This design comes from an exercise in tuning for small area, a short achievable clock period and few clock cycles per item on the open sky130 flow, not from production work. Function was checked by simulation only, so behaviour that the tests miss may differ from the original. The clock port is modelled as an ideal driver; clocking choices that lean on that would not hold on a real chip. No activity file was given, so power comes from the tool's default toggle rates.

==> design/flow/design.v <==
module ptc_analyzer (
    input  wire        clk,
    input  wire        rst,
    input  wire        in_valid,
    output reg         in_ready,
    input  wire [7:0]  in_data,
    output reg         ent_valid,
    output wire [3:0]  ent_index,
    output wire [23:0] ent_start,
    output wire [15:0] ent_size,
    output wire [7:0]  ent_type_flags,
    output reg  [2:0]  ent_kind,
    output wire        ent_active,
    output wire        ent_locked,
    output reg  [15:0] ent_size_kb,
    output reg         ent_contig_err,
    output wire [20:0] ent_expected,
    output wire [69:0] ent_name,
    output reg         res_valid,
    output reg  [1:0]  res_status,
    output wire [15:0] res_magic,
    output wire [15:0] res_cks_stored,
    output wire [15:0] res_cks_computed,
    output wire [7:0]  res_drive_type,
    output wire [23:0] res_total,
    output wire [15:0] res_cylinders,
    output wire [7:0]  res_heads,
    output wire [7:0]  res_sectors,
    output wire [7:0]  res_interleave,
    output wire [7:0]  res_boot,
    output wire [31:0] res_active_slots,
    output wire [20:0] res_partitioned,
    output wire [15:0] res_contig_mask,
    output reg         res_w_checksum,
    output reg         res_w_total,
    output reg         res_w_geometry,
    output wire [23:0] res_derived_cyl,
    output reg  [16:0] res_logical_mb_x10,
    output wire [24:0] res_native_mb_x10,
    output wire [4:0]  res_viol_count
);
    reg  [8:0] c;
    wire       take = in_valid & in_ready;
    reg        tk;
    reg  [7:0] din;
    reg  [3:0] idx;
    reg  [15:0] magic, cks_st, cyl;
    reg  [7:0]  drive, heads, sect, inter, boot;
    reg  [23:0] total;
    reg  [31:0] active;
    reg  [7:0]  a0, a1;
    reg  [23:0] e_start;
    reg  [15:0] e_size;
    reg  [7:0]  e_tf;
    reg  [69:0] e_name;
    reg  [20:0] x;                  
    reg  [15:0] mask;
    reg  [4:0]  viol;
    reg         st1, st2, st3;
    reg         emit;                   
    wire magic_ok = (magic == 16'hAEAE);
    function [6:0] sanitize;
        input [7:0] b;
        begin
            if (b[6:5] == 2'b00 || b[6:0] == 7'h7F) sanitize = 7'h3F;
            else                                   sanitize = b[6:0];
        end
    endfunction
    wire [6:0] din_s = sanitize(din);
    wire [3:0]  lc;                     
    wire [11:0] lv = {1'b0, din, 3'd0} + {3'd0, din, 1'b0}
                   + {8'd0, c[2] ? lc : 4'd0} + {9'd0, c[2] & ~c[0], 2'd0};
    integer k;
    always @(posedge clk) begin
        din <= in_data;
        idx <= c[8:5];
        if (tk) begin
            case (c)
                9'd0:   magic[7:0]    <= din;
                9'd1:   magic[15:8]   <= din;
                9'd4:   cks_st[7:0]   <= din;
                9'd5:   cks_st[15:8]  <= din;
                9'd8:   drive         <= din;
                9'd9: begin
                    total[7:0]    <= din;
                end
                9'd12: begin
                    total[15:8]   <= din;
                    res_logical_mb_x10[4:0]  <= lv[7:3];
                end
                9'd13: begin
                    total[23:16]  <= din;
                    res_logical_mb_x10[16:5] <= lv;
                end
                9'd17:  cyl[7:0]      <= din;
                9'd20:  cyl[15:8]     <= din;
                9'd21:  heads         <= din;
                9'd24:  sect          <= din;
                9'd25:  inter         <= din;
                9'd28:  boot          <= din;
                9'd33:  active[7:0]   <= din;
                9'd36:  active[15:8]  <= din;
                9'd37:  active[23:16] <= din;
                9'd40:  active[31:24] <= din;
                default: ;
            endcase
            case (c[4:0])
                5'd2:  e_start[7:0]   <= din;
                5'd3:  e_start[15:8]  <= din;
                5'd6:  e_start[23:16] <= din;
                5'd7:  e_size[7:0]    <= din;
                5'd10: e_size[15:8]   <= din;
                5'd11: e_tf           <= din;
                5'd14: e_name[6:0]    <= din_s;
                5'd15: e_name[13:7]   <= din_s;
                5'd18: e_name[20:14]  <= din_s;
                5'd19: e_name[27:21]  <= din_s;
                5'd22: e_name[34:28]  <= din_s;
                5'd23: e_name[41:35]  <= din_s;
                5'd26: e_name[48:42]  <= din_s;
                5'd27: e_name[55:49]  <= din_s;
                5'd30: e_name[62:56]  <= din_s;
                5'd31: e_name[69:63]  <= din_s;
                default: ;
            endcase
            if (c == 9'd0 || c == 9'd1) begin
                if (c[0]) a1 <= din;
                else      a0 <= din;
            end else if (c != 9'd4 && c != 9'd5) begin
                if (c[0]) a1 <= a1 ^ din;
                else      a0 <= a0 ^ din;
            end
        end
    end
    wire last = take && c == 9'd510;    
    wire w_cks_c = (cks_st != {a1, a0});
    wire w_tot_c = ({3'd0, x} != total);
    always @(posedge clk) begin
        if (rst) begin
            c         <= 9'd511;
            in_ready  <= 1'b1;
            ent_valid <= 1'b0;
            emit      <= 1'b0;
            res_valid <= 1'b0;
            st1       <= 1'b0;
            st2       <= 1'b0;
            st3       <= 1'b0;
            tk        <= 1'b0;
        end else begin
            if (take) c <= c + 9'd1;
            tk        <= take;
            emit      <= tk && c[4:0] == 5'd31;
            ent_valid <= tk && c[4:0] == 5'd31 && magic_ok;
            st1       <= last;
            st2       <= st1;
            st3       <= st2;
            res_valid <= st3;
            in_ready  <= !last && !st1;
        end
    end
    always @(posedge clk) begin
        if (rst || res_valid)
            x <= 21'd1;
        else if (emit || st3)
            x <= x + {{5{st3}}, e_size | {16{st3}}};      
        if (emit)
            mask <= {ent_contig_err, mask[15:1]};
        if (rst || res_valid)
            viol <= 5'd0;
        else if (emit)
            viol <= viol + {4'd0, ent_contig_err};
        else if (st3)
            viol <= viol + {4'd0, w_cks_c} + {4'd0, w_tot_c} + {4'd0, res_w_geometry};
    end
    always @(posedge clk) begin
        ent_contig_err <= (e_start != {3'd0, x});
        ent_kind       <= (e_tf[3:0] <= 4'd4) ? e_tf[2:0] : 3'd5;
        ent_size_kb    <= {1'b0, e_size[15:1]} + {15'd0, e_size[0] & e_size[1]};
        res_w_checksum <= w_cks_c;
        res_w_total    <= w_tot_c;
        if (!magic_ok)                      res_status <= 2'd1;
        else if (heads == 8'd0 || sect == 8'd0) res_status <= 2'd2;
        else                                res_status <= 2'd0;
    end
    reg  [23:0] q;
    reg  [7:0]  rem;
    reg  [24:0] nmb;
    assign lc = rem[3:0];
    wire        mclr  = c[8:5] == 4'd1;
    wire        mstep = c[8:6] == 3'd1;
    wire [5:0]  t     = c[5:0];
    wire        x1    = (t[5:3] == 3'd0) && heads[t[2:0]];
    wire [8:0]  t1    = {1'b0, rem} + (x1 ? {1'b0, sect} : 9'd0);
    wire        h1 = q[16], h2 = q[17], h3 = q[18], c1 = q[19];
    wire        z     = h1 ^ h3 ^ c1;
    wire        zc    = (h1 & h3) | (h1 & c1) | (h3 & c1);
    wire [16:0] t2    = {1'b0, q[15:0]} + (z ? {1'b0, cyl} : 17'd0);
    wire        dpass = (c[8:5] == 4'd4 || c[8:5] == 4'd5) && c[4:3] != 2'b11;
    wire        dbit  = q[23];
    wire [7:0]  dvs   = c[5] ? sect : heads;
    wire [8:0]  dt    = {rem, dbit};
    wire [9:0]  dd    = {1'b0, dt} - {2'b0, dvs};
    wire        dge   = !dd[9];
    always @(posedge clk) begin
        if (tk) begin
            if (dpass) begin
                rem <= dge ? dd[7:0] : dt[7:0];
                q   <= {q[22:0], dge};
            end else if (c == 9'd127) begin
                rem <= 8'd0;
                q   <= total;
            end else if (mstep) begin
                rem      <= t1[8:1];
                q[19:0]  <= {zc, h2, h1, t1[0], t2[16:1]};
                if (t >= 6'd11 && t <= 6'd35)
                    nmb <= {t2[0], nmb[24:1]};
            end else if (c == 9'd9 || c == 9'd12) begin
                rem[3:0] <= lv[11:8];
            end else if (c[8:4] != 5'd0) begin
                rem <= 8'd0;
                if (mclr) q[19:0] <= 20'd1024;
            end
        end
        res_w_geometry <= (q > {8'd0, cyl});
    end
    assign ent_index        = idx;
    assign ent_start        = e_start;
    assign ent_size         = e_size;
    assign ent_type_flags   = e_tf;
    assign ent_active       = e_tf[6];
    assign ent_locked       = e_tf[7];
    assign ent_expected     = x;
    assign ent_name         = e_name;
    assign res_magic        = magic;
    assign res_cks_stored   = cks_st;
    assign res_cks_computed = {a1, a0};
    assign res_drive_type   = drive;
    assign res_total        = total;
    assign res_cylinders    = cyl;
    assign res_heads        = heads;
    assign res_sectors      = sect;
    assign res_interleave   = inter;
    assign res_boot         = boot;
    assign res_active_slots = active;
    assign res_partitioned  = x;
    assign res_contig_mask  = mask;
    assign res_derived_cyl  = q;
    assign res_native_mb_x10 = nmb;
    assign res_viol_count   = viol;
endmodule
==> design/flow/flow/run.sh <==
#!/bin/bash
# Standard ORFS layout with buf_1 port buffers, and the setup repair
# asked to leave extra slack at the design's clock period.
set -euo pipefail
export BUFFER_PORTS_ARGS="-buffer_cell sky130_fd_sc_hd__buf_1"
export SETUP_SLACK_MARGIN=9.9
bash standard.sh > standard.log 2>&1
==> design/flow/standard.sh <==
#!/bin/bash
# synth_recipe.tcl (not shown) runs the flow's synth.tcl, then flattens the netlist and writes it again
# the make line also repeats each setting of config.mk as NAME=value (left out here)
make -C /OpenROAD-flow-scripts/flow DESIGN_CONFIG=/design/flow/config.mk WORK_HOME=/design/flow/orfs CLKGATE_MAP_FILE= SYNTH_SCRIPT=/design/flow/synth_recipe.tcl "${@:-finish}"
==> design/flow/config.mk <==
export PLATFORM = sky130hd
export DESIGN_NAME = ptc_analyzer
export DESIGN_NICKNAME = ptc_analyzer
export VERILOG_FILES = /design/flow/design.v
export SDC_FILE = /design/flow/constraint.sdc
export NUM_CORES = 4
export LEC_CHECK = 0
export CAP_MARGIN = 20
export CORE_MARGIN = 2
export CORE_UTILIZATION = 55
export CTS_CLUSTER_DIAMETER = 150
export CTS_CLUSTER_SIZE = 25
export PLACE_DENSITY = 0.7
export SLEW_MARGIN = 20
==> design/flow/constraint.sdc <==
create_clock -name core_clock -period 14.0 [get_ports {clk}]
set_input_delay 2.8000 -clock core_clock [delete_from_list [all_inputs] [get_ports {clk}]]
set_output_delay 2.8000 -clock core_clock [all_outputs]
set_load 0.01 [all_outputs]
==> run_results.csv, run 1 <==
group,metric,value,unit
setup_path,worstPathRequired,11200,ps
synthesis,synth-edff-count,368,
synthesis,ys_seq_area_share,64.92,%
job,maxCapViolations,0,
layout,n_antenna_cell,0,
timing,layout_worst_path_cycle_share,29.26,%
setup_path,end_kind,"output pin",
synthesis,synthXorXnorAreaFrac,6.202,%
setup_path,crit_buf_inv,1,
layout,fill_cells,2750,
hold_path,hold_end,"nmb[2]$_DFFE_PP_",
timing,fin_hold_ws,447.4,ps
power_and_ir_drop,power.density,107.5,nW/um^2
setup_path,critPathSlowestCell,"edfxtp_1",
routing,firstDrtPassIters,5,
floorplanning,initial_core_util,56.14,%
clock_network,path_clk_slew,100,ps
layout,synthToLayoutAreaGrowth,14.19,%
synthesis,yosysWarnings,1,
status,status,"no timing/DRC/antenna violations",
synthesis,synth_ff_type,"edfxtp_1",
timing,skew,17.39,ps
synthesis,synthTopCellsByArea,"edfxtp_1 (57%), dfxtp_1 (8.2%), ha_1 (6.0%)",
synthesis,syn-cell-area,19490,sq um
clock_network,cts.sinks,448,
synthesis,muxShareOfSynthArea,1.271,%
timing,timing.fmax,0.2441,GHz
setup_path,crit_family,"flip-flops",
synthesis,synth_seq_cells,448,
synthesis,synth.avg_cell_area,13.59,sq um
routing,routed_via_density,5.705,
synthesis,syn_nets,1548,
timing,period_needed,4096,ps
synthesis,async_flop_share,0,%
power_and_ir_drop,ir_drop,0.1036,mV
setup_path,rr_startpoint,"c[0]$_SDFFE_PP1P_",
layout,drive_gt1_share,6.783,%
setup_path,worstSetupPathType,"flip-flop to output pin",
grt,grt_max_degree,32,
hold_path,hold_class,"flip-flop to flip-flop",
synthesis,synth_top_area_cell,"edfxtp_1",
routing,antenna_left,0,
synthesis,synth-simple-area-share,10.41,%
setup_path,ff2ff_path_depth,14,
clock_network,clockBufferDepth,3,
placed_design,hpwl,40400,um
placed_design,place.gp.congestion,0.9194,
floorplanning,die_x,192.2,um
clock_network,cts-root-buf,"clkbuf_16",
floorplanning,die_area,36960,sq um
setup_path,worstPathArrival,1300,ps
synthesis,synth_fa_ha_area_share,6.998,%
synthesis,yosys.cell_count.top_type,"edfxtp_1",
routing,wl_per_cell,23.87,um
setup_path,cp_slowest_stage_delay,540,ps
setup_path,r2r_setup_slack,10240,ps
timing,tightest_slew,1061,ps
timing,setup-violations-final,0,
clock_network,holdBufCountCts,0,
timing,timing.setup.tns,0,ps
grt,track_usage,29.25,%
routing,via_count,13361,
setup_path,timing.rr.end,"rem[6]$_DFFE_PP_",
hold_path,hp-start,"nmb[3]$_DFFE_PP_",
clock_network,cts_buffers,21,
synthesis,yosys-top-cells-count,"edfxtp_1 (368), nor2_1 (96), ha_1 (93)",
timing,slew-limit-headroom,28.98,%
setup_path,critPathMaxFanout,2,
synthesis,postSynthCellCount,1434,
floorplanning,die_h,192.2,um
timing,final_max_slew_viol_count,0,
clock_network,cts_tree,"yes",
layout,fin_cells,2342,
grt,antenna_found_initial,5,
layout,nNetsFinal,1987,
hold_path,holdPathStages,0,
clock_network,insertion_delay,550,ps
placed_design,io_buffers,451,
power_and_ir_drop,p_leak,7.940,nW
routing,drc,0,
routing,totalWireLength,55910,um
synthesis,yosysUniqueCellTypes,68,
setup_path,startpoint_type,"flip-flop",
synthesis,synth_top_family_by_area,"simple AND/OR/NAND/NOR gates",
floorplanning,coreArea,34710,sq um
timing,rsz0062_at_grt,"true",
grt,grt_pass1_wl,79140,um
timing,finalHoldViolCount,0,
floorplanning,ioPinCount,452,
synthesis,synth-compound-area-share,7.467,%
routing,drt_iter0_drc,984,
setup_path,worstPathCellList,"clkbuf_2",
grt,grt_pass1_vias,12784,
clock_network,h-tree-depth,1,
grt,grt-ovfl-total,0,
placed_design,place_inst,2296,
synthesis,synthDominantCellAreaShare,56.70,%
floorplanning,rows,68,
power by group:
part,switching [mW],internal (mW),total (mW),leakage (nW)
logic,0.132,0.0759,0.208,3.69
registers,0.0326,1.46,1.50,3.97
clock network,0.397,0.292,0.689,0.287
total,0.562,1.83,2.39,7.94
flip-flops by register name (all words and copies together) (netlist names), 9 cells and up:
signal / count
x: 21
nmb: 25
magic: 16
total: 24
ent_size_kb: 16
cks_st: 16
e_start: 24
res_logical_mb_x10: 17
cyl: 16
active: 32
e_name: 70
e_size: 16
mask: 16
q: 24
c: 9
per-layer routing:
layer | part of all wire [%] | track usage, %
met5 | 0.061 | 0
met4 | 2.6 | 7.898
met3 | 9.9 | 7.784
met2 | 48 | 47.74
met1 | 40 | 38.84
layout make-up:
type	count	area, sq um	share of cell area, %
inverters	52	195.2	0.8771
well taps	455	569.3	2.558
clock buffers	36	591.8	2.659
flip-flops and latches	448	12680	56.99
multi-input cells	876	6335	28.47
repair buffers	474	1871	8.405
clock inverters	1	8.758	0.03936
worst max-delay path by stage:
stage                             start  cells after the start  slack (ps)                 end
CTS                   x[1]$_SDFFE_PP0P_                      1        9900     ent_expected[1]
detailed placement                  rst                      6        9380  x[18]$_SDFFE_PP0P_
global placement                    rst                      6        9420  x[18]$_SDFFE_PP0P_
finish              total[18]$_DFFE_PP_                      1        9900       res_total[18]
global route                        rst                      6        9870  x[18]$_SDFFE_PP0P_
floorplan                           rst                      6        9990  x[18]$_SDFFE_PP0P_
cells in the final DEF (no fill, tap or decap), types with 5 or more instances in the layout:
master / count
o22ai_1: 5
and3_1: 14
ha_1: 93
o21a_1: 6
nand2_1: 91
and2_1: 33
a22o_1: 10
edfxtp_1: 368
o31ai_1: 6
dfxtp_2: 19
nand3_1: 27
mux2i_1: 18
a211oi_1: 7
a21o_1: 26
a21oi_1: 51
dfxtp_1: 59
buf_4: 23
o21ai_0: 42
clkbuf_1: 14
clkbuf_16: 21
nor2_1: 93
xnor2_1: 88
inv_1: 52
xor2_1: 50
a22oi_1: 8
nor2b_1: 20
buf_1: 447
nand2b_1: 20
or2_2: 28
a211o_1: 7
nor3_1: 14
fa_1: 9
nor4_1: 21
nand4_1: 20
stage by stage:
stage | setup WS, ps | total power, mW | util (%) | instance area (sq um)
3_5_place_dp | 9383 | 1.732 | 62.06 | 21540
2_1_floorplan | 9987 | 1.660 | - | 19490
5_1_grt | 9866 | 2.465 | 64.11 | 22250
4_1_cts | 9898 | 2.403 | 63.92 | 22190
3_3_place_gp | 9419 | 1.725 | 62.02 | 21530
6_report | 9904 | 2.393 | 64.11 | 22250
logic make-up (layout without fill, tap and decap cells):
kind of cell | Yosys count | in the layout
flip-flops | 448 | 448
AO/OA/AOI/OAI | 212 | 212
AND/OR/NAND/NOR | 401 | 401
XOR/XNOR | 138 | 138
buffers and inverters | 110 | 563
adder cells (fa/ha/maj) | 103 | 103
multiplexers | 22 | 22
what timing repair did:
action,4_1_cts,5_1_grt
gates resized for setup,18,10
endpoints found under the hold margin,0,0
setup buffers,3,6
setup endpoints to repair,36,16
Testbench counts, summed over its fixed seeds: cycles 197,392, tables 384.
==> run 2: changes to the inputs <==
--- a/design/flow/config.mk
+++ b/design/flow/config.mk
@@ -7,8 +7,8 @@
 export LEC_CHECK = 0
-export CAP_MARGIN = 20
+export CAP_MARGIN = 0
 export CORE_MARGIN = 2
 export CORE_UTILIZATION = 55
-export CTS_CLUSTER_DIAMETER = 150
-export CTS_CLUSTER_SIZE = 25
+export CTS_CLUSTER_DIAMETER = 130
+export CTS_CLUSTER_SIZE = 22
 export PLACE_DENSITY = 0.7
-export SLEW_MARGIN = 20
+export SLEW_MARGIN = 0
==> run 2 against run 1 <==
Highest routed layer unchanged. Via count grew 0.31%. Synthesized cell count unchanged. Register-to-register slack improved by 80 ps. Still clean. Worst hold slack worse by 2.4 ps.
==> run_results.csv, run 2 <==
group,metric,value,unit
timing,fin_hold_ws,445.0,ps
clock_network,cts-root-buf,"clkbuf_16",
power_and_ir_drop,power.density,109.2,nW/um^2
setup_path,startpoint,"total[18]$_DFFE_PP_",
synthesis,postSynthCellCount,1434,
setup_path,ff2ff_path_depth,13,
power_and_ir_drop,ir_drop,0.09342,mV
synthesis,synthDominantCellAreaShare,56.70,%
clock_network,clockBufferDepth,3,
grt,grt-ovfl-total,0,
status,status,"no timing/DRC/antenna violations",
timing,finalHoldViolCount,0,
layout,synthToLayoutAreaGrowth,14.76,%
timing,final_max_slew_viol_count,0,
setup_path,crit_buf_inv,1,
setup_path,worstSetupPathType,"flip-flop to output pin",
clock_network,cts.sinks,448,
setup_path,critPathMaxFanout,2,
synthesis,yosys-top-cells-count,"edfxtp_1 (368), nor2_1 (96), ha_1 (93)",
timing,skew,24.85,ps
timing,timing.setup.tns,0,ps
synthesis,ys_seq_area_share,64.92,%
clock_network,holdBufCountCts,0,
timing,period_needed,4090,ps
layout,drive_gt1_share,7.022,%
synthesis,synth_ff_type,"edfxtp_1",
grt,grt_pass1_wl,78910,um
timing,rsz0062_at_grt,"true",
setup_path,end_kind,"output pin",
grt,track_usage,29.13,%
clock_network,cts_buffers,24,
setup_path,worstPathCellList,"clkbuf_2",
clock_network,insertion_delay,560,ps
routing,firstDrtPassIters,5,
clock_network,h-tree-depth,1,
routing,totalWireLength,55790,um
timing,slew-limit-headroom,13.69,%
placed_design,place.gp.congestion,0.9194,
setup_path,worstPathRequired,11200,ps
job,maxCapViolations,0,
synthesis,synth.avg_cell_area,13.59,sq um
layout,fill_cells,2706,
timing,tightest_slew,1285,ps
hold_path,hold_class,"flip-flop to flip-flop",
setup_path,r2r_setup_slack,10320,ps
floorplanning,die_h,192.2,um
routing,drc,0,
layout,final_common_cell,"buf_1",
power_and_ir_drop,p_total,2.442,mW
synthesis,async_flop_share,0,%
routing,wl_per_cell,23.74,um
clock_network,path_clk_slew,90,ps
synthesis,synth_top_area_cell,"edfxtp_1",
layout,largest_register_ffs,70,
floorplanning,rows,68,
placed_design,hpwl,40350,um
setup_path,rr_startpoint,"q[16]$_DFFE_PP_",
power_and_ir_drop,p_leak,7.995,nW
synthesis,yosysUniqueCellTypes,68,
routing,via_count,13403,
floorplanning,die_x,192.2,um
floorplanning,ioPinCount,452,
layout,top_regs,"e_name: 70 flops, active: 32 flops, nmb: 25 flops",
setup_path,startpoint_type,"flip-flop",
synthesis,synthTopCellsByArea,"edfxtp_1 (57%), dfxtp_1 (8.2%), ha_1 (6.0%)",
setup_path,worstPathArrival,1290,ps
synthesis,yosysWarnings,1,
placed_design,io_buffers,451,
floorplanning,initial_core_util,56.14,%
floorplanning,coreArea,34710,sq um
grt,antenna_found_initial,4,
clock_network,cts_tree,"yes",
synthesis,syn-cell-area,19490,sq um
setup_path,crit_end,"res_total[18]",
layout,nNetsFinal,1994,
timing,layout_worst_path_cycle_share,29.21,%
grt,grt_max_degree,32,
timing,setup-violations-final,0,
synthesis,synth-edff-count,368,
setup_path,timing.rr.end,"q[11]$_DFFE_PP_",
setup_path,crit_cells,1,
grt,grt_pass1_vias,12800,
layout,top_register,"e_name",
routing,drt_iter0_drc,989,
timing,timing.fmax,0.2445,GHz
routing,antenna_left,0,
synthesis,synth_seq_cells,448,
setup_path,cp_slowest_stage_delay,530,ps
synthesis,yosys.cell_count.top_type,"edfxtp_1",
setup_path,crit_family,"flip-flops",
layout,final_util,64.43,%
layout,final_cell_mix,"buf_1 (448), edfxtp_1 (368), nor2_1 (93), ha_1 (93), nand2_1 (91)",
floorplanning,die_area,36960,sq um
synthesis,syn_nets,1548,
routing,routed_via_density,5.703,
setup_path,critPathSlowestCell,"edfxtp_1",
run 2: cell counts after synthesis:
No cell type changed its count.
run 2: routing by layer:
layer	part of all wire, %	global-route usage, %
met1	40	38.63
met2	47	47.29
met3	9.4	7.455
met4	2.8	9.043
met5	0.043	0
run 2: power breakdown:
part	internal (mW)	leakage, nW	switching (mW)	total [mW]
Sequential	1.46	3.97	0.0327	1.50
Clock	0.326	0.326	0.414	0.740
Combinational	0.0759	3.70	0.131	0.207
Total	1.86	8.00	0.577	2.44
run 2: worst min path at each step:
stage,from,end,cells past startpoint,slack (ps)
after global routing,st2$_SDFF_PP0_,st3$_SDFF_PP0_,1,460
after global placement,st2$_SDFF_PP0_,st3$_SDFF_PP0_,1,420
after detailed placement,st2$_SDFF_PP0_,st3$_SDFF_PP0_,1,430
after CTS,st2$_SDFF_PP0_,st3$_SDFF_PP0_,1,450
final,st2$_SDFF_PP0_,st3$_SDFF_PP0_,1,450
after floorplan,c[6]$_SDFFE_PP1P_,idx[1]$_DFF_P_,0,330
run 2: stage by stage:
stage          instance area [sq um]  cells  setup WS (ps)
6_report                       22370   2350           9910
2_1_floorplan                  19490   1434           9987
5_1_grt                        22360   2349           9862
4_1_cts                        22270   2339           9894
3_3_place_gp                   21530   2296           9419
3_5_place_dp                   21530   2296           9380
run 2: final cells by class:
type                    count  area, sq um  area share [%]
clock inverters             2        32.53          0.1455
flip-flops and latches    448        12690           56.72
multi-input cells         876         6327           28.29
repair buffers            478         1899           8.492
diodes                      1        2.502         0.01119
well taps                 455        569.3           2.545
clock buffers              38        653.1           2.920
inverters                  52        195.2          0.8727
run 2: cells by family after synthesis:
family / count (synthesis) / synth area share, %
flip-flops: 448 / 64.92
AO/OA/AOI/OAI: 212 / 7.467
AND/OR/NAND/NOR: 401 / 10.41
buffers and inverters: 110 / 2.729
multiplexers: 22 / 1.271
adder cells (fa/ha/maj): 103 / 6.998
XOR/XNOR: 138 / 6.202
run 2: repair_timing:
| item | in CTS | in global routing |
|---|---|---|
| endpoints found under the setup margin | 44 | 18 |
| gates resized for setup | 22 | 8 |
| endpoints found under the hold margin | 0 | 0 |
| pin swaps | 0 | 0 |
| buffers inserted | 3 | 10 |
==> run 3: changes to the inputs <==
==> design/flow/flow/run.sh (replaced) <==
#!/bin/bash
set -euo pipefail
export BUFFER_PORTS_ARGS="-buffer_cell sky130_fd_sc_hd__buf_1"
export SETUP_SLACK_MARGIN=9.9
bash standard.sh cts > standard_cts.log 2>&1
CTS_ODB=$PWD/orfs/results/sky130hd/ptc_analyzer/base/4_cts.odb \
  openroad -no_init -exit flow/clock_root.tcl > clock_root.log 2>&1
bash standard.sh > standard.log 2>&1
==> design/flow/flow/clock_root.tcl (new file) <==
read_db $::env(CTS_ODB)
set block [ord::get_db_block]
set clk_net [$block findNet clk]
set roots {}
foreach it [$clk_net getITerms] { lappend roots [$it getInst] }
if {[llength $roots] != 1} { error "expected one cell on the clock port, found [llength $roots]" }
set root [lindex $roots 0]
if {![string match "sky130_fd_sc_hd__clkbuf_*" [[$root getMaster] getName]]} { error "root is not a clock buffer" }
set root_out ""
foreach it [$root getITerms] {
  if {[[$it getMTerm] getIoType] eq "OUTPUT"} { set root_out [$it getNet] }
}
set loads {}
foreach it [$root_out getITerms] {
  if {[[$it getMTerm] getIoType] eq "INPUT"} { lappend loads $it }
}
if {[llength $loads] > 4} { puts "root drives [llength $loads] pins, left as is"; exit }
foreach it $loads {
  set inst [$it getInst]
  if {![string match "sky130_fd_sc_hd__clkbuf_*" [[$inst getMaster] getName]]} { puts "root drives a non-buffer, left as is"; exit }
}
foreach it $loads {
  $it disconnect
  $it connect $clk_net
}
puts "removed [$root getName]; the clock port drives [llength $loads] buffers"
odb::dbInst_destroy $root
odb::dbNet_destroy $root_out
write_db $::env(CTS_ODB)
==> design/flow/config.mk (replaced) <==
export PLATFORM = sky130hd
export DESIGN_NAME = ptc_analyzer
export DESIGN_NICKNAME = ptc_analyzer
export VERILOG_FILES = /design/flow/design.v
export SDC_FILE = /design/flow/constraint.sdc
export NUM_CORES = 4
export LEC_CHECK = 0
export CAP_MARGIN = 5
export CORE_MARGIN = 2
export CORE_UTILIZATION = 65
export CTS_CLUSTER_DIAMETER = 150
export CTS_CLUSTER_SIZE = 25
export PLACE_DENSITY = 0.8
export SLEW_MARGIN = 5
==> run 3 against run 2 <==
Register-to-register slack worse by 120 ps. Combinational power hardly changed. Via count rose by 1.5%. Worst setup slack gained 120 ps. Worst hold slack improved by 11 ps. Sequential share of layout area up 0.74 points. Critical endpoint is now res_partitioned[18].
==> run_results.csv, run 3 <==
group,metric,value,unit
status,status,"no timing/DRC/antenna violations",
layout,final_util,74.61,%
synthesis,synth_ff_type,"edfxtp_1",
timing,layout_worst_path_cycle_share,28.39,%
timing,rsz0062_at_grt,"false",
clock_network,cts_buffers,21,
floorplanning,rows,63,
routing,drc,0,
synthesis,synth_top_area_cell,"edfxtp_1",
power_and_ir_drop,p_leak,7.870,nW
routing,wl_per_cell,23.83,um
setup_path,cp_slowest_stage_delay,560,ps
timing,slew-limit-headroom,22.22,%
routing,antenna_left,0,
clock_network,h-tree-depth,1,
setup_path,critPathMaxFanout,6,
synthesis,ys_seq_area_share,64.92,%
timing,fin_ws,10030,ps
grt,grt_pass1_vias,12904,
setup_path,worstPathArrival,1170,ps
layout,final_cell_mix,"buf_1 (450), edfxtp_1 (368), nor2_1 (93), ha_1 (93), nand2_1 (91)",
power_and_ir_drop,power.density,107.5,nW/um^2
clock_network,path_clk_slew,100,ps
setup_path,startpoint_type,"flip-flop",
synthesis,postSynthCellCount,1434,
floorplanning,die_x,177.2,um
synthesis,synth.avg_cell_area,13.59,sq um
placed_design,place.gp.congestion,0.9375,
floorplanning,ioPinCount,452,
job,maxCapViolations,0,
synthesis,yosysWarnings,1,
clock_network,clockBufferDepth,3,
floorplanning,die_area,31380,sq um
setup_path,crit_family,"flip-flops",
routing,drt_iter0_drc,1340,
grt,antenna_found_initial,1,
routing,totalWireLength,54010,um
setup_path,r2r_setup_slack,10200,ps
layout,nNetsFinal,1976,
grt,track_usage,33.74,%
routing,firstDrtPassIters,5,
clock_network,cts-root-buf,"clkbuf_16",
clock_network,cts.sinks,448,
layout,n_antenna_cell,0,
synthesis,synth_seq_cells,448,
layout,largest_register_ffs,70,
synthesis,syn_nets,1548,
synthesis,synth-edff-count,368,
layout,top_register,"e_name",
setup_path,worstPathCellList,"buf_1",
layout,fill_cells,1972,
layout,final_common_cell,"buf_1",
placed_design,hpwl,39470,um
timing,final_max_slew_viol_count,0,
clock_network,cts_tree,"yes",
timing,skew,18.87,ps
synthesis,async_flop_share,0,%
routing,routed_via_density,6.004,
setup_path,crit_buf_inv,1,
layout,synthToLayoutAreaGrowth,13.17,%
synthesis,yosysUniqueCellTypes,68,
layout,drive_gt1_share,5.704,%
synthesis,synthDominantCellAreaShare,56.70,%
clock_network,cts_setup_buffers,0,
timing,timing.setup.tns,0,ps
grt,grt_pass1_wl,78520,um
floorplanning,coreArea,29560,sq um
placed_design,io_buffers,451,
setup_path,end_kind,"output pin",
timing,setup-violations-final,0,
synthesis,synthTopCellsByArea,"edfxtp_1 (57%), dfxtp_1 (8.2%), ha_1 (6.0%)",
placed_design,dpl_worst_slack,9395,ps
timing,period_needed,3974,ps
routing,via_count,13604,
power_and_ir_drop,p_total,2.371,mW
synthesis,yosys-top-cells-count,"edfxtp_1 (368), nor2_1 (96), ha_1 (93)",
floorplanning,initial_core_util,65.93,%
synthesis,syn-cell-area,19490,sq um
floorplanning,die_h,177.2,um
hold_path,hold_class,"flip-flop to flip-flop",
clock_network,insertion_delay,420,ps
timing,tightest_slew,1165,ps
clock_network,holdBufCountCts,0,
setup_path,worstSetupPathType,"flip-flop to output pin",
grt,grt_max_degree,32,
power_and_ir_drop,ir_drop,0.1207,mV
setup_path,worstPathRequired,11200,ps
setup_path,critPathSlowestCell,"dfxtp_1",
layout,top_regs,"e_name: 70 flops, active: 32 flops, nmb: 25 flops",
timing,finalHoldViolCount,0,
grt,grt-ovfl-total,0,
synthesis,yosys.cell_count.top_type,"edfxtp_1",
timing,timing.fmax,0.2516,GHz
[run 3: changes by cell type in the layout (fill, tap and decap cells not counted), sizes merged]
cell | previous run | this run
buf | 475 | 463
clkbuf | 41 | 36
clkinv | 1 | 0
diode | 1 | 0
[run 3: final timing paths]
| check | end | startpoint | cells past startpoint |
|---|---|---|---|
| worst max register to register | q[11]$_DFFE_PP_ | q[16]$_DFFE_PP_ | 13 |
| worst min register to register | st3$_SDFF_PP0_ | st2$_SDFF_PP0_ | 1 |
| worst min-delay path | st3$_SDFF_PP0_ | st2$_SDFF_PP0_ | 1 |
| worst max-delay path | res_partitioned[18] | x[18]$_SDFFE_PP0P_ | 1 |
[run 3: per-layer routing]
metal	GRT usage (%)	vias up	wire (um)	part of all wire, %
met1	44.51	6725	20370	38
met5	0	-	0	0
met2	58.30	733	27080	50
met4	7.886	0	1300	2.4
met3	6.336	100	5258	9.7
li1	-	6046	-	-
[run 3: where the power goes]
group	internal [mW]	switching, mW
clock network	0.280	0.387
logic	0.0756	0.129
registers	1.46	0.0363
total	1.82	0.552
[run 3: timing repair]
item	4_1_cts	5_1_grt
pin swaps	0	0
resized for setup	17	3
endpoints found under the setup margin	34	9
endpoints found under the hold margin	0	0
[run 3: final cells by class]
| type | instances | area [sq um] | area share [%] |
|---|---|---|---|
| repair buffers | 464 | 1799 | 8.158 |
| multi-input cells | 876 | 6324 | 28.67 |
| inverters | 52 | 195.2 | 0.8850 |
| well taps | 390 | 488.0 | 2.213 |
| clock buffers | 35 | 566.8 | 2.570 |
| flip-flops and latches | 448 | 12670 | 57.46 |
| clock inverters | 1 | 8.758 | 0.03971 |
[run 3: cell families after synthesis]
| logic type | count (synthesis) | synth area share [%] |
|---|---|---|
| muxes | 22 | 1.271 |
| xor gates and xnor gates | 138 | 6.202 |
| buffers and inverters | 110 | 2.729 |
| adders and majority gates | 103 | 6.998 |
| DFF | 448 | 64.92 |
| AOI/OAI and AO/OA | 212 | 7.467 |
| and+or+nand+nor | 401 | 10.41 |
[run 3: per-stage QoR]
| stage | instance area [sq um] | cells | hold slack, ps |
|---|---|---|---|
| 6_report | 22050 | 2266 | 455.6 |
| 5_1_grt | 22050 | 2266 | 466.9 |
| 4_1_cts | 22060 | 2266 | 459.6 |
| 3_5_place_dp | 21430 | 2229 | 433.2 |
| 3_3_place_gp | 21430 | 2229 | 422.2 |
| 2_1_floorplan | 19490 | 1434 | 325.8 |
==> run 4: changes to the inputs <==
--- a/design/flow/flow/run.sh
+++ b/design/flow/flow/run.sh
@@ -3,3 +3,3 @@
 export BUFFER_PORTS_ARGS="-buffer_cell sky130_fd_sc_hd__buf_1"
-export SETUP_SLACK_MARGIN=9.9
+export SETUP_SLACK_MARGIN=10.10
 bash standard.sh cts > standard_cts.log 2>&1
--- a/design/flow/config.mk
+++ b/design/flow/config.mk
@@ -7,8 +7,8 @@
 export LEC_CHECK = 0
-export CAP_MARGIN = 5
+export CAP_MARGIN = 20
 export CORE_MARGIN = 2
-export CORE_UTILIZATION = 65
+export CORE_UTILIZATION = 55
 export CTS_CLUSTER_DIAMETER = 150
 export CTS_CLUSTER_SIZE = 25
-export PLACE_DENSITY = 0.8
-export SLEW_MARGIN = 5
+export PLACE_DENSITY = 0.7
+export SLEW_MARGIN = 20
==> run 4 against run 3 <==
Routed wire length increased by 10%. Flip-flop and latch count unchanged. Die area grew 18%. First-iteration DRC count shrank 21%. Combinational power increased by 12%. Non-clock buffer count is 197 higher. Worst hold slack gained 0.64 ps. Utilization down 5.5 points. Still clean. Maximum frequency up 1.2%. Power up 1.1%. Cell area grew 8.7%.
==> run_results.csv, run 4 <==
group,metric,value,unit
clock_network,holdBufCountCts,0,
routing,drt_iter0_drc,1052,
layout,multiInputGateArea,6352,sq um
placed_design,dpl_worst_slack,9615,ps
grt,grt_max_degree,32,
synthesis,yosys.cell_count.top_type,"edfxtp_1",
layout,largest_register_ffs,70,
grt,antenna_found_initial,1,
timing,fin_ws,10070,ps
floorplanning,die_h,192.2,um
power_and_ir_drop,p_switching,0.5682,mW
setup_path,cp_slowest_stage_delay,530,ps
synthesis,synth-edff-count,368,
floorplanning,ioPinCount,452,
timing,finalHoldViolCount,0,
setup_path,crit_end,"res_total[20]",
layout,final_common_cell,"buf_1",
placed_design,hpwl,40340,um
setup_path,startpoint,"total[20]$_DFFE_PP_",
routing,firstDrtPassIters,5,
setup_path,worstPathArrival,1130,ps
hold_path,hold_class,"flip-flop to flip-flop",
layout,fill_cells,2515,
setup_path,end_kind,"output pin",
timing,timing.fmax,0.2547,GHz
power_and_ir_drop,internal-power,1.828,mW
setup_path,ff2ff_path_depth,18,
timing,slew-limit-headroom,31.26,%
clock_network,h-tree-depth,1,
timing,tightest_slew,1031,ps
layout,drive_gt1_share,18.85,%
timing,layout_worst_path_cycle_share,28.05,%
power_and_ir_drop,p_leak,9.102,nW
power_and_ir_drop,clock_power_share,28.3,%
routing,drc,0,
routing,routed_via_density,5.653,
floorplanning,die_x,192.2,um
layout,synthToLayoutAreaGrowth,23.02,%
timing,setup-violations-final,0,
timing,timing.setup.tns,0,ps
layout,final-seq-area,12750,sq um
layout,top_regs,"e_name: 70 flops, active: 32 flops, nmb: 25 flops",
setup_path,worstSetupPathType,"flip-flop to output pin",
timing,rsz0062_at_grt,"true",
layout,final_cell_mix,"buf_1 (382), edfxtp_1 (368), buf_4 (214)",
layout,final_util,69.06,%
layout,nNetsFinal,2173,
synthesis,synth_top_area_cell,"edfxtp_1",
placed_design,place.gp.congestion,0.8968,
synthesis,synth.avg_cell_area,13.59,sq um
floorplanning,initial_core_util,56.14,%
floorplanning,rows,68,
status,status,"no timing/DRC/antenna violations",
routing,wl_per_cell,23.56,um
hold_path,hp-start,"st2$_SDFF_PP0_",
clock_network,clockBufferDepth,3,
synthesis,yosys-top-cells-count,"edfxtp_1 (368), nor2_1 (96), ha_1 (93)",
floorplanning,die_area,36960,sq um
setup_path,startpoint_type,"flip-flop",
grt,grt_pass1_wl,84910,um
synthesis,ys_seq_area_share,64.92,%
synthesis,synthDominantCellAreaShare,56.70,%
clock_network,path_clk_slew,110,ps
setup_path,critPathMaxFanout,2,
synthesis,postSynthCellCount,1434,
synthesis,yosysWarnings,1,
clock_network,cts_buffers,21,
setup_path,crit_family,"flip-flops",
setup_path,worstPathCellList,"buf_1",
setup_path,rr_startpoint,"heads[3]$_DFFE_PP_",
floorplanning,coreArea,34710,sq um
synthesis,yosysUniqueCellTypes,68,
routing,antenna_left,0,
power_and_ir_drop,switching_share,23.71,%
synthesis,synth_ff_type,"edfxtp_1",
job,maxCapViolations,0,
placed_design,io_buffers,451,
synthesis,async_flop_share,0,%
setup_path,worstPathRequired,11200,ps
clock_network,insertion_delay,430,ps
power_and_ir_drop,ir_drop,0.09864,mV
synthesis,syn_nets,1548,
timing,final_max_slew_viol_count,0,
clock_network,cts_tree,"yes",
setup_path,r2r_setup_slack,10290,ps
power_and_ir_drop,power.density,99.95,nW/um^2
clock_network,cts.sinks,448,
synthesis,synthTopCellsByArea,"edfxtp_1 (57%), dfxtp_1 (8.2%), ha_1 (6.0%)",
grt,grt-ovfl-total,0,
synthesis,synth_seq_cells,448,
routing,totalWireLength,59610,um
layout,top_register,"e_name",
power_and_ir_drop,power_frac_seq,62.1,%
grt,track_usage,31.28,%
clock_network,cts-root-buf,"clkbuf_16",
timing,skew,26.37,ps
grt,grt_pass1_vias,13911,
setup_path,timing.rr.end,"rem[7]$_DFFE_PP_",
synthesis,syn-cell-area,19490,sq um
setup_path,crit_cells,1,
setup_path,critPathSlowestCell,"edfxtp_1",
timing,period_needed,3927,ps
power_and_ir_drop,p_comb_share,9.5,%
setup_path,crit_buf_inv,1,
routing,via_count,14303,
-- run 4: routing by layer --
layer	track usage, %	wire length (um)	vias to the layer above	part of all wire (%)
li1	-	-	6457	-
met5	0	0	-	0
met4	8.925	1934	0	3.2
met1	40.49	23160	7016	39
met2	53.40	29090	713	49
met3	6.505	5425	117	9.1
-- run 4: worst register-to-register path, delay by kind of cell (launching register included) --
kind,cells,cell delay [ps]
AO/OA/AOI/OAI,6,1010
adder cells (fa/ha/maj),2,400
flip-flops,1,450
buffers and inverters,4,570
multiplexers,2,600
AND/OR/NAND/NOR,4,420
-- run 4: stage by stage --
| step | power [mW] | instances | area (sq um) | hold WS [ps] |
|---|---|---|---|---|
| 2_1_floorplan | 1.661 | 1434 | 19510 | 325.8 |
| 3_3_place_gp | 1.728 | 2296 | 21540 | 428.5 |
| 3_5_place_dp | 1.734 | 2296 | 21550 | 431.5 |
| 4_1_cts | 2.416 | 2516 | 23870 | 455.0 |
| 5_1_grt | 2.470 | 2529 | 23970 | 466.6 |
| 6_report | 2.396 | 2530 | 23970 | 456.2 |
-- run 4: final cells by class --
| cell class | count | area share (%) |
|---|---|---|
| Sequential cell | 448 | 53.17 |
| Multi-Input combinational cell | 876 | 26.50 |
| Timing Repair Buffer | 661 | 14.72 |
| Clock buffer | 36 | 2.380 |
| Tap cell | 455 | 2.375 |
| Inverter | 52 | 0.8142 |
| Clock inverter | 1 | 0.03653 |
| Antenna cell | 1 | 0.01044 |
-- run 4: how the worst min path moves through the flow --
stage,cells after the start,slack [ps],endpoint
after global placement,0,430,nmb[20]$_DFFE_PP_
final,1,460,st3$_SDFF_PP0_
after detailed placement,1,430,st3$_SDFF_PP0_
after floorplan,0,330,idx[1]$_DFF_P_
after CTS,1,460,st3$_SDFF_PP0_
after global routing,1,470,st3$_SDFF_PP0_
-- run 4: power groups by stage --
| stage | Clock, mW | Combinational [mW] | Sequential (mW) |
|---|---|---|---|
| 6_report | 0.679 | 0.228 | 1.49 |
| 4_1_cts | 0.703 | 0.224 | 1.49 |
| 3_5_place_dp | 0 | 0.208 | 1.53 |
| 2_1_floorplan | 0 | 0.142 | 1.52 |
| 3_3_place_gp | 0 | 0.203 | 1.53 |
| 5_1_grt | 0.729 | 0.249 | 1.49 |
-- run 4: cells by family after synthesis --
family	synth area share, %
flip-flops	64.92
buffers and inverters	2.729
AND/OR/NAND/NOR	10.41
XOR/XNOR	6.202
adder cells (fa/ha/maj)	6.998
AO/OA/AOI/OAI	7.467
multiplexers	1.271
-- run 4: what timing repair did --
item | CTS | global route
setup buffers | 182 | 13
pin swaps | 0 | 3
gates resized for setup | 151 | 9
endpoints found under the setup margin | 271 | 24
==> run 5: changes to the inputs <==
--- a/design/flow/flow/run.sh
+++ b/design/flow/flow/run.sh
@@ -3,3 +3,3 @@
 export BUFFER_PORTS_ARGS="-buffer_cell sky130_fd_sc_hd__buf_1"
-export SETUP_SLACK_MARGIN=10.10
+export SETUP_SLACK_MARGIN=10.30
 bash standard.sh cts > standard_cts.log 2>&1
==> run 5 against run 4 <==
Critical endpoint is now res_total[12]. Utilization increased by 4.3 points. Sequential power hardly changed. Flip-flop and latch count is the same. Clock skew shrank 4.7 ps.
==> run_results.csv, run 5 <==
group,metric,value,unit
synthesis,postSynthCellCount,1434,
clock_network,cts_buffers,21,
timing,timing.fmax,0.2553,GHz
floorplanning,ioPinCount,452,
setup_path,ff2ff_path_depth,17,
synthesis,yosys.cell_count.top_type,"edfxtp_1",
hold_path,hold_class,"flip-flop to flip-flop",
floorplanning,die_area,36960,sq um
power_and_ir_drop,ir_drop,0.1068,mV
setup_path,timing.rr.end,"rem[7]$_DFFE_PP_",
floorplanning,rows,68,
routing,antenna_left,0,
setup_path,r2r_setup_slack,10430,ps
placed_design,dpl_worst_slack,9590,ps
timing,tightest_slew,1085,ps
synthesis,async_flop_share,0,%
grt,use_met1,41.92,%
timing,final_max_slew_viol_count,0,
synthesis,synth_seq_cells,448,
clock_network,clockBufferDepth,3,
setup_path,worstPathRequired,11200,ps
placed_design,place_inst,2296,
placed_design,io_buffers,451,
routing,routed_via_density,5.716,
clock_network,cts.sinks,448,
routing,firstDrtPassIters,6,
timing,skew,21.66,ps
grt,grt_pass1_wl,87300,um
grt,antenna_found_initial,0,
layout,final_cell_mix,"edfxtp_1 (368), buf_4 (290), clkbuf_2 (255)",
setup_path,end_kind,"output pin",
setup_path,crit_end,"res_total[12]",
setup_path,worstPathCellList,"clkbuf_2",
layout,top_regs,"e_name: 70 flops, active: 32 flops, nmb: 25 flops",
placed_design,placed_area,21550,sq um
setup_path,crit_family,"flip-flops",
grt,grt_pass1_vias,14029,
layout,synthToLayoutAreaGrowth,30.61,%
timing,slew-limit-headroom,27.43,%
synthesis,synth_top_area_cell,"edfxtp_1",
grt,grt.busiest_layer,"met2",
synthesis,syn_nets,1548,
layout,top_register,"e_name",
power_and_ir_drop,p_total,2.422,mW
job,maxCapViolations,0,
synthesis,synth.avg_cell_area,13.59,sq um
status,status,"no timing/DRC/antenna violations",
synthesis,syn-cell-area,19490,sq um
floorplanning,die_h,192.2,um
hold_path,hp-start,"st2$_SDFF_PP0_",
grt,track_usage,32.20,%
routing,via_count,14920,
routing,drc,0,
setup_path,worstPathArrival,1120,ps
clock_network,holdBufCountCts,0,
timing,period_needed,3917,ps
timing,fin_hold_ws,443.6,ps
layout,final_common_cell,"edfxtp_1",
setup_path,startpoint_type,"flip-flop",
floorplanning,initial_core_util,56.14,%
timing,finalHoldViolCount,0,
grt,grt-ovfl-total,0,
timing,rsz0062_at_grt,"true",
setup_path,crit_cells,1,
clock_network,h-tree-depth,1,
power_and_ir_drop,power.density,95.16,nW/um^2
synthesis,yosys-top-cells-count,"edfxtp_1 (368), nor2_1 (96), ha_1 (93)",
placed_design,hpwl,40900,um
setup_path,critPathMaxFanout,2,
synthesis,synth-edff-count,368,
synthesis,synth_ff_type,"edfxtp_1",
timing,layout_worst_path_cycle_share,27.98,%
layout,drive_gt1_share,39.00,%
timing,fin_ws,10080,ps
setup_path,cp_slowest_stage_delay,490,ps
layout,largest_register_ffs,70,
timing,setup-violations-final,0,
grt,use_met3,6.852,%
floorplanning,die_x,192.2,um
synthesis,yosysWarnings,1,
layout,final_util,73.33,%
setup_path,startpoint,"total[12]$_DFFE_PP_",
placed_design,place.gp.congestion,0.8961,
clock_network,insertion_delay,440,ps
synthesis,yosysUniqueCellTypes,68,
timing,timing.setup.tns,0,ps
layout,fin_cells,2610,
grt,grt_max_degree,32,
synthesis,ys_seq_area_share,64.92,%
routing,drt_iter0_drc,1247,
layout,nNetsFinal,2253,
routing,wl_per_cell,24.32,um
floorplanning,coreArea,34710,sq um
setup_path,crit_buf_inv,1,
synthesis,synthTopCellsByArea,"edfxtp_1 (57%), dfxtp_1 (8.2%), ha_1 (6.0%)",
clock_network,cts-root-buf,"clkbuf_16",
clock_network,path_clk_slew,100,ps
setup_path,rr_startpoint,"heads[6]$_DFFE_PP_",
clock_network,cts_tree,"yes",
grt,met2_usage,54.28,%
power_and_ir_drop,p_leak,10.60,nW
layout,final_cell_area,25450,sq um
setup_path,worstSetupPathType,"flip-flop to output pin",
synthesis,synthDominantCellAreaShare,56.70,%
routing,totalWireLength,63480,um
setup_path,critPathSlowestCell,"edfxtp_1",
[run 5: cell counts after synthesis]
No cell type changed its count.
[run 5: worst min-delay path by stage]
stage	slack [ps]	cells past startpoint	end
floorplan	330	0	idx[1]$_DFF_P_
global placement	430	1	st3$_SDFF_PP0_
detailed placement	430	1	st3$_SDFF_PP0_
CTS	440	1	st3$_SDFF_PP0_
global route	450	1	st3$_SDFF_PP0_
finish	440	1	st3$_SDFF_PP0_
[run 5: cell families after synthesis]
group           synth area share [%]
mux                            1.271
flops                          64.92
xor+xnor                       6.202
fa+ha+maj                      6.998
compound gates                 7.467
simple gates                   10.41
buf+inv                        2.729
[run 5: layout make-up]
class                           instances  area, sq um
Inverter                               52        195.2
Timing Repair Buffer                  741         4930
Clock buffer                           36        570.5
Sequential cell                       448        12770
Fill cell                            2278         9259
Multi-Input combinational cell        876         6404
Antenna cell                            1        2.502
Tap cell                              455        569.3
Clock inverter                          1        8.758
[run 5: timing repair]
item                                    4_1_cts  5_1_grt
pin swaps                                     1        7
setup buffers                               186       90
cloned                                        0        0
endpoints found under the setup margin      456      446
gates resized for setup                     303      314
[run 5: power by group]
part	leakage, nW	internal, mW	total [mW]	switching [mW]
registers	3.97	1.46	1.50	0.0361
logic	6.35	0.0976	0.237	0.140
clock network	0.276	0.281	0.689	0.408
[run 5: metal layers]
metal,routed length (um),vias to the layer above
li1,-,6595
met1,23170,7280
met2,30690,891
met3,6957,154
met4,2657,0
met5,0,-
==> run 6: changes to the inputs <==
==> design/flow/flow/run.sh (replaced) <==
#!/bin/bash
set -euo pipefail
export BUFFER_PORTS_ARGS="-buffer_cell sky130_fd_sc_hd__buf_1"
export SETUP_SLACK_MARGIN=9.9
bash standard.sh cts > standard_cts.log 2>&1
CTS_ODB=$PWD/orfs/results/sky130hd/ptc_analyzer/base/4_cts.odb \
  openroad -no_init -exit flow/clock_root.tcl > clock_root.log 2>&1
# after CTS the repair aims a little higher
export SETUP_SLACK_MARGIN=10.10
bash standard.sh > standard.log 2>&1
==> run 6 against run 5 <==
Cell area is 10% lower. Critical path depth unchanged. Still clean. Area after synthesis unchanged. Die area stayed put.
==> run_results.csv, run 6 <==
group,metric,value,unit
synthesis,synth.avg_cell_area,13.59,sq um
timing,slew-limit-headroom,29.13,%
routing,drc,0,
placed_design,io_buffers,451,
setup_path,critPathMaxFanout,2,
power_and_ir_drop,p_comb_share,8.9,%
setup_path,end_kind,"output pin",
layout,top_regs,"e_name: 70 flops, active: 32 flops, nmb: 25 flops",
floorplanning,die_h,192.2,um
power_and_ir_drop,internal-power,1.820,mW
timing,period_needed,3951,ps
floorplanning,die_x,192.2,um
power_and_ir_drop,power_frac_seq,62.8,%
clock_network,holdBufCountCts,0,
clock_network,cts.sinks,448,
grt,grt-ovfl-total,0,
routing,firstDrtPassIters,5,
synthesis,synth-edff-count,368,
routing,dr_wl_met3,5375,um
synthesis,synth-compound-area-share,7.467,%
timing,layout_worst_path_cycle_share,28.22,%
grt,grt_max_degree,32,
synthesis,synth-simple-area-share,10.41,%
setup_path,crit_buf_inv,1,
setup_path,worstPathCellList,"clkbuf_2",
clock_network,insertion_delay,420,ps
timing,skew,14.53,ps
placed_design,hpwl,40400,um
power_and_ir_drop,p_switching,0.5589,mW
grt,grt_pass1_vias,12775,
layout,n_antenna_cell,0,
routing,via_count,13657,
routing,drt_iter0_drc,974,
timing,final_max_slew_viol_count,0,
layout,fill_cells,2702,
placed_design,place.gp.congestion,0.9194,
floorplanning,die_area,36960,sq um
routing,wl_met1,22620,um
routing,totalWireLength,56330,um
timing,setup-violations-final,0,
job,maxCapViolations,0,
clock_network,cts-root-buf,"clkbuf_16",
synthesis,yosysWarnings,1,
setup_path,worstSetupPathType,"flip-flop to output pin",
routing,routed_via_density,5.672,
layout,largest_register_ffs,70,
setup_path,cp_slowest_stage_delay,540,ps
synthesis,yosys-top-cells-count,"edfxtp_1 (368), nor2_1 (96), ha_1 (93)",
synthesis,synth_ff_type,"edfxtp_1",
grt,grt_pass1_wl,79100,um
grt,antenna_found_initial,4,
synthesis,yosys.cell_count.top_type,"edfxtp_1",
layout,synthToLayoutAreaGrowth,16.94,%
layout,drive_gt1_share,10.75,%
layout,fin_cells,2408,
floorplanning,initial_core_util,56.14,%
synthesis,synthTopCellsByArea,"edfxtp_1 (57%), dfxtp_1 (8.2%), ha_1 (6.0%)",
hold_path,hold_class,"flip-flop to flip-flop",
layout,final_common_cell,"buf_1",
synthesis,async_flop_share,0,%
synthesis,synth_top_area_cell,"edfxtp_1",
layout,nNetsFinal,2053,
grt,track_usage,29.19,%
synthesis,synthDominantCellAreaShare,56.70,%
placed_design,place_inst,2296,
setup_path,critPathSlowestCell,"edfxtp_1",
routing,top_layer,"met5",
synthesis,syn_nets,1548,
setup_path,worstPathArrival,1150,ps
synthesis,synth_top_family_by_area,"simple AND/OR/NAND/NOR gates",
setup_path,startpoint_type,"flip-flop",
synthesis,synth_fa_ha_area_share,6.998,%
clock_network,cts_buffers,21,
status,status,"no timing/DRC/antenna violations",
setup_path,ff2ff_path_depth,13,
power_and_ir_drop,ir_drop,0.1010,mV
clock_network,h-tree-depth,1,
power_and_ir_drop,switching_share,23.49,%
power_and_ir_drop,clock_power_share,28.3,%
setup_path,crit_family,"flip-flops",
clock_network,path_clk_slew,100,ps
clock_network,cts_tree,"yes",
setup_path,crit_cells,1,
synthesis,synthXorXnorAreaFrac,6.202,%
timing,timing.setup.tns,0,ps
routing,wl_per_cell,23.39,um
hold_path,holdPathStages,1,
floorplanning,ioPinCount,452,
synthesis,yosysUniqueCellTypes,68,
synthesis,ys_seq_area_share,64.92,%
routing,antenna_left,0,
floorplanning,rows,68,
synthesis,synth_seq_cells,448,
clock_network,clockBufferDepth,3,
synthesis,muxShareOfSynthArea,1.271,%
timing,finalHoldViolCount,0,
power_and_ir_drop,p_leak,8.292,nW
timing,rsz0062_at_grt,"true",
timing,tightest_slew,1059,ps
synthesis,postSynthCellCount,1434,
timing,timing.fmax,0.2531,GHz
synthesis,syn-cell-area,19490,sq um
power_and_ir_drop,power.density,104.4,nW/um^2
layout,top_register,"e_name",
floorplanning,coreArea,34710,sq um
routing,wl_met2,27080,um
setup_path,worstPathRequired,11200,ps
layout,final_cell_mix,"buf_1 (434), edfxtp_1 (368), nor2_1 (93), ha_1 (93), nand2_1 (91)",
run 6: cell counts after synthesis:
No cell type changed its count.
run 6: final timing paths:
path | start | to | slack, ps
setup / recovery | total[18]$_DFFE_PP_ | res_total[18] | 10050
hold reg to reg | st2$_SDFF_PP0_ | st3$_SDFF_PP0_ | 450
setup reg to reg | q[18]$_DFFE_PP_ | q[15]$_DFFE_PP_ | 10350
hold / removal | st2$_SDFF_PP0_ | st3$_SDFF_PP0_ | 450
run 6: what timing repair did:
item,in CTS,in global routing
resized for setup,18,41
endpoints found under the setup margin,36,90
cloned,0,0
pin swaps,0,1
setup buffers,3,73
run 6: per-stage QoR:
| stage | worst slack (ps) | power (mW) | hold slack, ps | instance area, sq um | utilization (%) |
|---|---|---|---|---|---|
| 4_1_cts | 9898 | 2.403 | 451.4 | 22190 | 63.92 |
| 5_1_grt | 10010 | 2.447 | 462.8 | 22790 | 65.65 |
| 3_5_place_dp | 9383 | 1.732 | 427.5 | 21540 | 62.06 |
| 6_report | 10050 | 2.379 | 447.5 | 22790 | 65.65 |
| 2_1_floorplan | 9987 | 1.660 | 325.8 | 19490 | - |
| 3_3_place_gp | 9419 | 1.725 | 423.1 | 21530 | 62.02 |
run 6: cells by family after synthesis:
kind of cell,after synthesis
simple gates,401
fa+ha+maj,103
mux,22
xor+xnor,138
compound gates,212
buf+inv,110
flops,448
run 6: layer usage:
| metal | vias to the layer above | GRT usage, % |
|---|---|---|
| met4 | 4 | 7.722 |
| met1 | 6765 | 38.83 |
| met3 | 73 | 7.619 |
| li1 | 6189 | - |
| met5 | - | 0 |
| met2 | 626 | 47.76 |
run 6: area by class of cell:
type                       count  area, sq um  area share (%)
sequential                   448        12700           55.71
multi-input combinational    876         6346           27.85
timing repair buffer         541         2409           10.57
tap                          455        569.3           2.498
clock buffer                  35        566.8           2.487
inverter                      52        195.2          0.8564
clock inverter                 1        8.758         0.03843
run 6: power by group through the flow:
stage | Clock (mW) | Combinational (mW) | Sequential [mW]
floorplan | 0 | 0.141 | 1.52
global placement | 0 | 0.199 | 1.53
detailed placement | 0 | 0.207 | 1.53
CTS | 0.700 | 0.207 | 1.50
global route | 0.718 | 0.231 | 1.50
finish | 0.674 | 0.211 | 1.49
==> run 7: changes to the inputs <==
--- a/design/flow/flow/run.sh
+++ b/design/flow/flow/run.sh
@@ -8,3 +8,3 @@
 # after CTS the repair aims a little higher
-export SETUP_SLACK_MARGIN=10.10
+export SETUP_SLACK_MARGIN=10.50
 bash standard.sh > standard.log 2>&1
==> run 7 against run 6 <==
Flip-flop and latch count is the same. Still clean. Critical path type unchanged. Maximum frequency grew 0.11%. Cell area grew 11%. Combinational power grew 15%.
==> run_results.csv, run 7 <==
group,metric,value,unit
status,status,"no timing/DRC/antenna violations",
synthesis,muxShareOfSynthArea,1.271,%
hold_path,hold_class,"flip-flop to flip-flop",
grt,track_usage,29.19,%
floorplanning,die_h,192.2,um
timing,slew-limit-headroom,28.44,%
floorplanning,initial_core_util,56.14,%
grt,grt_max_degree,32,
setup_path,worstPathArrival,1150,ps
job,maxCapViolations,0,
grt,grt_pass1_wl,79100,um
synthesis,yosys.cell_count.top_type,"edfxtp_1",
synthesis,synth-edff-count,368,
layout,nNetsFinal,2223,
floorplanning,die_x,192.2,um
synthesis,ys_seq_area_share,64.92,%
setup_path,cp_slowest_stage_delay,530,ps
setup_path,crit_buf_inv,1,
synthesis,synth-compound-area-share,7.467,%
synthesis,async_flop_share,0,%
clock_network,cts_buffers,21,
setup_path,startpoint_type,"flip-flop",
layout,drive_gt1_share,39.00,%
setup_path,worstPathRequired,11200,ps
synthesis,yosysWarnings,1,
setup_path,worstSetupPathType,"flip-flop to output pin",
power_and_ir_drop,p_total,2.410,mW
power_and_ir_drop,p_leak,10.46,nW
synthesis,syn_nets,1548,
setup_path,end_kind,"output pin",
synthesis,syn-cell-area,19490,sq um
timing,tightest_slew,1069,ps
synthesis,postSynthCellCount,1434,
timing,finalHoldViolCount,0,
timing,fin_hold_ws,448.5,ps
grt,grt_pass1_vias,12775,
timing,layout_worst_path_cycle_share,28.19,%
placed_design,place.gp.congestion,0.9194,
power_and_ir_drop,power.density,95.04,nW/um^2
synthesis,yosysUniqueCellTypes,68,
routing,drc,0,
routing,wl_per_cell,23.43,um
synthesis,synthDominantCellAreaShare,56.70,%
routing,antenna_left,0,
synthesis,synth.avg_cell_area,13.59,sq um
layout,synthToLayoutAreaGrowth,30.09,%
routing,totalWireLength,60400,um
synthesis,synthTopCellsByArea,"edfxtp_1 (57%), dfxtp_1 (8.2%), ha_1 (6.0%)",
clock_network,cts_tree,"yes",
routing,routed_via_density,5.637,
layout,top_regs,"e_name: 70 flops, active: 32 flops, nmb: 25 flops",
routing,via_count,14532,
floorplanning,die_area,36960,sq um
synthesis,synth_ff_type,"edfxtp_1",
layout,fill_cells,2336,
placed_design,hpwl,40400,um
synthesis,synth_top_area_cell,"edfxtp_1",
grt,grt-ovfl-total,0,
layout,n_antenna_cell,0,
timing,final_max_slew_viol_count,0,
timing,timing.setup.tns,0,ps
layout,largest_register_ffs,70,
setup_path,worstPathCellList,"clkbuf_2",
timing,timing.fmax,0.2534,GHz
floorplanning,coreArea,34710,sq um
floorplanning,ioPinCount,452,
setup_path,critPathMaxFanout,2,
synthesis,synthXorXnorAreaFrac,6.202,%
setup_path,crit_family,"flip-flops",
synthesis,synth_top_family_by_area,"simple AND/OR/NAND/NOR gates",
clock_network,h-tree-depth,1,
layout,top_register,"e_name",
timing,skew,15.28,ps
layout,final_cell_mix,"edfxtp_1 (368), clkbuf_2 (294), buf_4 (258)",
timing,period_needed,3947,ps
synthesis,synth-simple-area-share,10.41,%
layout,final_common_cell,"edfxtp_1",
clock_network,path_clk_slew,110,ps
setup_path,critPathSlowestCell,"edfxtp_1",
clock_network,clockBufferDepth,3,
clock_network,cts.sinks,448,
clock_network,cts-root-buf,"clkbuf_16",
floorplanning,rows,68,
clock_network,insertion_delay,420,ps
timing,setup-violations-final,0,
routing,firstDrtPassIters,5,
grt,antenna_found_initial,3,
timing,rsz0062_at_grt,"true",
synthesis,synth_fa_ha_area_share,6.998,%
routing,drt_iter0_drc,1007,
placed_design,io_buffers,451,
synthesis,yosys-top-cells-count,"edfxtp_1 (368), nor2_1 (96), ha_1 (93)",
power_and_ir_drop,ir_drop,0.1017,mV
synthesis,synth_seq_cells,448,
run 7: changes by cell type in the layout (fill, tap and decap cells not counted), moves of 25 or more:
cell      before  now
clkbuf_2      14  294
buf_2          0   28
dfxtp_1       57   32
buf_1        434   47
buf_4         90  258
buf_6          3   84
run 7: cell type report:
cell class / count / area [sq um] / area share, %
clock buffer: 35 / 566.8 / 2.236
clock inverter: 1 / 8.758 / 0.03455
inverter: 52 / 197.7 / 0.7797
multi-input combinational: 876 / 6560 / 25.87
sequential: 448 / 12780 / 50.41
tap: 455 / 569.3 / 2.245
timing repair buffer: 711 / 4671 / 18.42
run 7: path summary, 6_finish.rpt:
| kind | from | to | cells past startpoint | slack (ps) |
|---|---|---|---|---|
| min reg2reg | st2$_SDFF_PP0_ | st3$_SDFF_PP0_ | 1 | 450 |
| min | st2$_SDFF_PP0_ | st3$_SDFF_PP0_ | 1 | 450 |
| max | total[18]$_DFFE_PP_ | res_total[18] | 1 | 10050 |
| max reg2reg | heads[2]$_DFFE_PP_ | rem[7]$_DFFE_PP_ | 17 | 10490 |
run 7: stage by stage:
stage                     instances  setup WS (ps)  utilization, %  cell area (sq um)
after global placement         2296           9419           62.02              21530
after detailed placement       2296           9383           62.06              21540
after CTS                      2336           9898           63.92              22190
after floorplan                1434           9987               -              19490
after global routing           2578          10030           73.04              25350
final                          2578          10050           73.04              25350
run 7: where the power goes:
part | internal [mW] | switching [mW] | leakage [nW]
Clock | 0.280 | 0.395 | 0.275
Combinational | 0.0994 | 0.142 | 6.21
Sequential | 1.46 | 0.0328 | 3.97
Total | 1.84 | 0.570 | 10.5
run 7: cells by family after synthesis:
logic type                 count (synthesis)
AOI/OAI and AO/OA                        212
DFF                                      448
adders and majority gates                103
xor gates and xnor gates                 138
buffers and inverters                    110
and+or+nand+nor                          401
muxes                                     22
run 7: layer usage:
| metal | share of wire [%] | vias to the layer above | global-route usage [%] |
|---|---|---|---|
| li1 | - | 6547 | - |
| met1 | 39 | 7116 | 38.83 |
| met2 | 49 | 757 | 47.76 |
| met3 | 9.4 | 108 | 7.619 |
| met4 | 2.8 | 4 | 7.722 |
| met5 | 0.035 | - | 0 |
run 7: timing repair:
action	CTS	global route
endpoints found under the setup margin	36	490
gates resized for setup	18	739
buffers inserted	3	243
hold buffers	0	0
pin swaps	0	25

-- port drivers added, routing unchanged --
In the flow no input, the clock included, has a driving cell. The finished layouts below were timed again as built, in two steps.
Step 1 (the two cells are an assumption about what drives the block):
set clk [get_ports {clk}]
set_driving_cell -lib_cell sky130_fd_sc_hd__clkbuf_16 $clk
set_driving_cell -lib_cell sky130_fd_sc_hd__buf_2 [delete_from_list [all_inputs] $clk]
Step 2 times the ports against the registers' clock, not the clock port: input delays grow and output delays shrink by t, the midpoint of the rising clock arrivals with the driver on.
a / b / c = ideal ports / drivers / drivers and shift; a / b = the first two.
| run | shift t [ns] | setup slack, ns | hold WS [ns] | worst setup path at the end | latest minus earliest clock arrival (ns) |
|---|---|---|---|---|---|
| run 1 | 0.600 | 9.904 / 9.847 / 9.423 | 0.447 / 0.447 / 0.447 | input to register | 0.019 / 0.018 |
| run 2 | 0.609 | 9.910 / 9.854 / 9.425 | 0.445 / 0.445 / 0.445 | input to register | 0.026 / 0.027 |
| run 3 | 0.471 | 10.026 / 9.965 / 9.672 | 0.456 / 0.456 / 0.456 | input to register | 0.021 / 0.021 |
| run 4 | 0.477 | 10.073 / 10.010 / 9.742 | 0.456 / 0.456 / 0.456 | input to register | 0.027 / 0.027 |
| run 5 | 0.492 | 10.083 / 10.016 / 9.826 | 0.444 / 0.443 / 0.443 | input to register | 0.022 / 0.022 |
| run 6 | 0.480 | 10.049 / 9.982 / 9.663 | 0.447 / 0.447 / 0.447 | input to register | 0.016 / 0.016 |
| run 7 | 0.479 | 10.053 / 9.985 / 9.751 | 0.449 / 0.449 / 0.449 | input to register | 0.015 / 0.015 |
After both steps setup and hold are still met in every run listed. For run 2, which loses most, drivers alone change the setup slack by -0.056 ns; drivers and shift together by -0.485 ns.
